Source: an optimization exercise on an open RTL-to-GDS flow (aim: small area, a short achievable clock period and few clock cycles). Production flows keep margins and buffers that such runs may drop. Function was checked by simulation only, so behaviour that the tests miss may differ from the original. Power figures rest on the tool's default switching activity, not on a simulated workload.

## psiframe
module psiframe (
  input  wire        clk,
  input  wire        rst,         
  input  wire        cmd_valid,
  input  wire [63:0] cmd,
  output wire        cmd_ready,
  output wire        ev_valid,
  output wire [9:0]  ev,
  input  wire        ev_ready,
  output wire        idle,
  output wire [63:0] st
);
Size: roughly 1100 cells after synthesis, roughly 170 flip-flops, ~150 I/O pins, ~10000 um^2 of cells after synthesis.
Settings: LEC_CHECK=0, CAP_MARGIN=20, CORE_MARGIN=2, CORE_UTILIZATION=60, SETUP_SLACK_MARGIN=5, SLEW_MARGIN=20; clock period 10.0 ns.
standard.sh (not shown) runs the stock make flow with config.mk's settings and CLKGATE_MAP_FILE= SYNTH_SCRIPT=/design/flow/synth_recipe.tcl, a recipe that flattens the netlist after the stock synthesis.
==> flow/flow/run.sh <==
#!/bin/bash
set -euo pipefail
bash standard.sh SETUP_SLACK_MARGIN=6.8 "BUFFER_PORTS_ARGS=-buffer_cell sky130_fd_sc_hd__buf_1" finish > flow_make.log 2>&1
The first run completed without violations.
Testbench counts at the start, summed over its fixed seeds: cycles 110,582.
==> next run, changes <==
==> flow/flow/run.sh (replaced) <==
#!/bin/bash
set -euo pipefail
bash standard.sh SETUP_SLACK_MARGIN=7.0 "BUFFER_PORTS_ARGS=-buffer_cell sky130_fd_sc_hd__buf_1" finish > flow_make.log 2>&1
=>
- via count climbs by 4.5%
- routed wire length increases by 4.7%
- area after synthesis stays the same
- total power grows by 3.2%
- worst setup slack is better by 0.017 ns

* * *

== before ==
Another version of the RTL of psiframe (not shown whole).
Size: roughly 1000 cells after synthesis, ~170 flip-flops, about 150 I/O pins, ~9800 um^2 of cells after synthesis.
export LEC_CHECK = 0
export CAP_MARGIN = 20
export CORE_MARGIN = 2
export CORE_UTILIZATION = 60
export SETUP_SLACK_MARGIN = 5
export SLEW_MARGIN = 20
create_clock -name core_clock -period 10.0 [get_ports {clk}]
==> flow/flow/run.sh <==
#!/bin/bash
set -euo pipefail
bash standard.sh SETUP_SLACK_MARGIN=6.8 finish > flow_make.log 2>&1
before: no failed stages, no open violations at the end
Testbench counts of before, summed over its fixed seeds: cycles 110,582.
Modified inputs, after compared to before
==> flow/flow/run.sh <==
#!/bin/bash
set -euo pipefail
bash standard.sh SETUP_SLACK_MARGIN=6.8 "BUFFER_PORTS_ARGS=-buffer_cell sky130_fd_sc_hd__buf_1" finish > flow_make.log 2>&1
diff --git a/flow/config.mk b/flow/config.mk
--- a/flow/config.mk
+++ b/flow/config.mk
@@ -9,4 +9,5 @@
 export CORE_MARGIN = 2
 export CORE_UTILIZATION = 60
+export CTS_BUF_LIST = sky130_fd_sc_hd__clkbuf_4 sky130_fd_sc_hd__clkbuf_8
 export SETUP_SLACK_MARGIN = 5
 export SLEW_MARGIN = 20
Findings:
Note that the mean number of vias per cell recorded for before amounts to 1.05 times the value seen in after. As far as synthesized area goes, before and after are indistinguishable; the numbers are identical. Across both runs, global-route usage over all layers was lower for after than for before.

* * *

== v6 ==
RTL: one of the versions met above, not the one the previous note started from.
Size: about 170 flip-flops, roughly 150 I/O pins.
// psiframe
module psiframe (
  input  wire        clk,
  input  wire        rst,         
  input  wire        cmd_valid,
  input  wire [63:0] cmd,
  output wire        cmd_ready,
  output wire        ev_valid,
  output wire [9:0]  ev,
  input  wire        ev_ready,
  output wire        idle,
  output wire [63:0] st
);
  localparam [1:0] M_IDLE = 2'd0, M_SEC = 2'd1, M_FAULT = 2'd3;
  localparam [2:0] F_SIZE = 3'd1, F_FIELD = 3'd2, F_SEQ = 3'd3, F_OPCODE = 3'd6;
  reg [1:0]  mode;
  reg [2:0]  fault;
  reg        legacy;
  reg [7:1]  accl;       
  reg [2:0]  nbits;
  reg [31:0] crc;
  reg [9:0]  seclen;
  reg        pc_v;
  reg        pc_me;      
  reg        pc_badop;   
  reg        pc_rsv;     
  reg        pc_abort;
  reg        pc_cfg;
  reg        pc_begin;
  reg        pc_sinkr;   
  reg        pc_putb;    
  reg        pc_nbad;    
  reg        pc_endc;
  reg        pc_endn;
  reg        pc_align;
  reg [4:0]  pc_nh;      
  reg [2:0]  pc_nl;      
  reg [3:0]  pc_lo;      
  reg [31:0] pc_d;
  reg        q_e;        
  reg [31:0] q_d;        
  reg [2:0]  q_cnt;      
  reg        q_crc;      
  ...
==> flow/config.mk <==
export PLATFORM = sky130hd
export DESIGN_NAME = psiframe
export DESIGN_NICKNAME = psiframe
export VERILOG_FILES = /design/flow/design.v
export SDC_FILE = /design/flow/constraint.sdc
export NUM_CORES = 4
export LEC_CHECK = 0
export CAP_MARGIN = 20
export CORE_MARGIN = 2
export CORE_UTILIZATION = 65
export CTS_BUF_LIST = sky130_fd_sc_hd__clkbuf_4 sky130_fd_sc_hd__clkbuf_8
export SETUP_SLACK_MARGIN = 5
export SLEW_MARGIN = 20
==> flow/constraint.sdc <==
create_clock -name core_clock -period 10.0 [get_ports {clk}]
set_input_delay 2.0000 -clock core_clock [delete_from_list [all_inputs] [get_ports {clk}]]
set_output_delay 2.0000 -clock core_clock [all_outputs]
set_load 0.01 [all_outputs]
==> flow/flow/run.sh <==
#!/bin/bash
set -euo pipefail
bash standard.sh SETUP_SLACK_MARGIN=6.8 "BUFFER_PORTS_ARGS=-buffer_cell sky130_fd_sc_hd__buf_1" finish > flow_make.log 2>&1
v6: all stages complete, timing, DRC and antenna checks passed
Testbench counts of v6, summed over its fixed seeds: cycles 110,582.
Edits applied to the flow inputs when going from v6 to v7:
- a change of CORE_UTILIZATION from 65 to 60
==> flow/flow/run.sh <==
#!/bin/bash
set -euo pipefail
bash standard.sh SETUP_SLACK_MARGIN=6.9 "BUFFER_PORTS_ARGS=-buffer_cell sky130_fd_sc_hd__buf_1" finish > flow_make.log 2>&1
--- outcome ---
- There was hardly any difference in fraction of power consumed by combinational cells between v7 and v6.
- Reported for v7 and v6, maximum number of pins on one net before global-route repair turned out identical to the last digit.
- Final cycle utilization of the critical path delta (v6 -> v7): insignificant
- On buffer and inverter count on the worst path: v7 sits above v6.

[port drivers added, routing unchanged]
No port has a modelled driver above. Below, the same layouts with a new extraction and two added sets of constraints. Step 1 assumes that a clkbuf_16 drives the clock port and a buf_2 every other input. Step 2 also shifts input and output timing later by t, the mid clock arrival at the registers, as if the neighbouring blocks saw the same clock. Slacks: ideal ports / drivers / drivers and shift; pairs: ideal ports / drivers.
run | t (ns) | setup WS [ns] | hold WS [ns]
the first run of note 1 | 0.464 | 6.760 / 6.717 / 6.309 | 0.457 / 0.457 / 0.457
the second run of note 1 | 0.467 | 6.776 / 6.734 / 6.342 | 0.464 / 0.464 / 0.464
before | 0.470 | 6.481 / 6.494 / 6.024 | 0.501 / 0.501 / 0.501
after | 0.495 | 6.524 / 6.525 / 6.029 | 0.469 / 0.469 / 0.469
v6 | 0.490 | 6.645 / 6.654 / 6.163 | 0.461 / 0.461 / 0.461
v7 | 0.486 | 6.647 / 6.650 / 6.164 | 0.465 / 0.465 / 0.465
After both steps setup and hold are still met in every run listed. The setup slack of after, which loses most, moves by +0.001 ns with the drivers and by -0.495 ns with both steps.
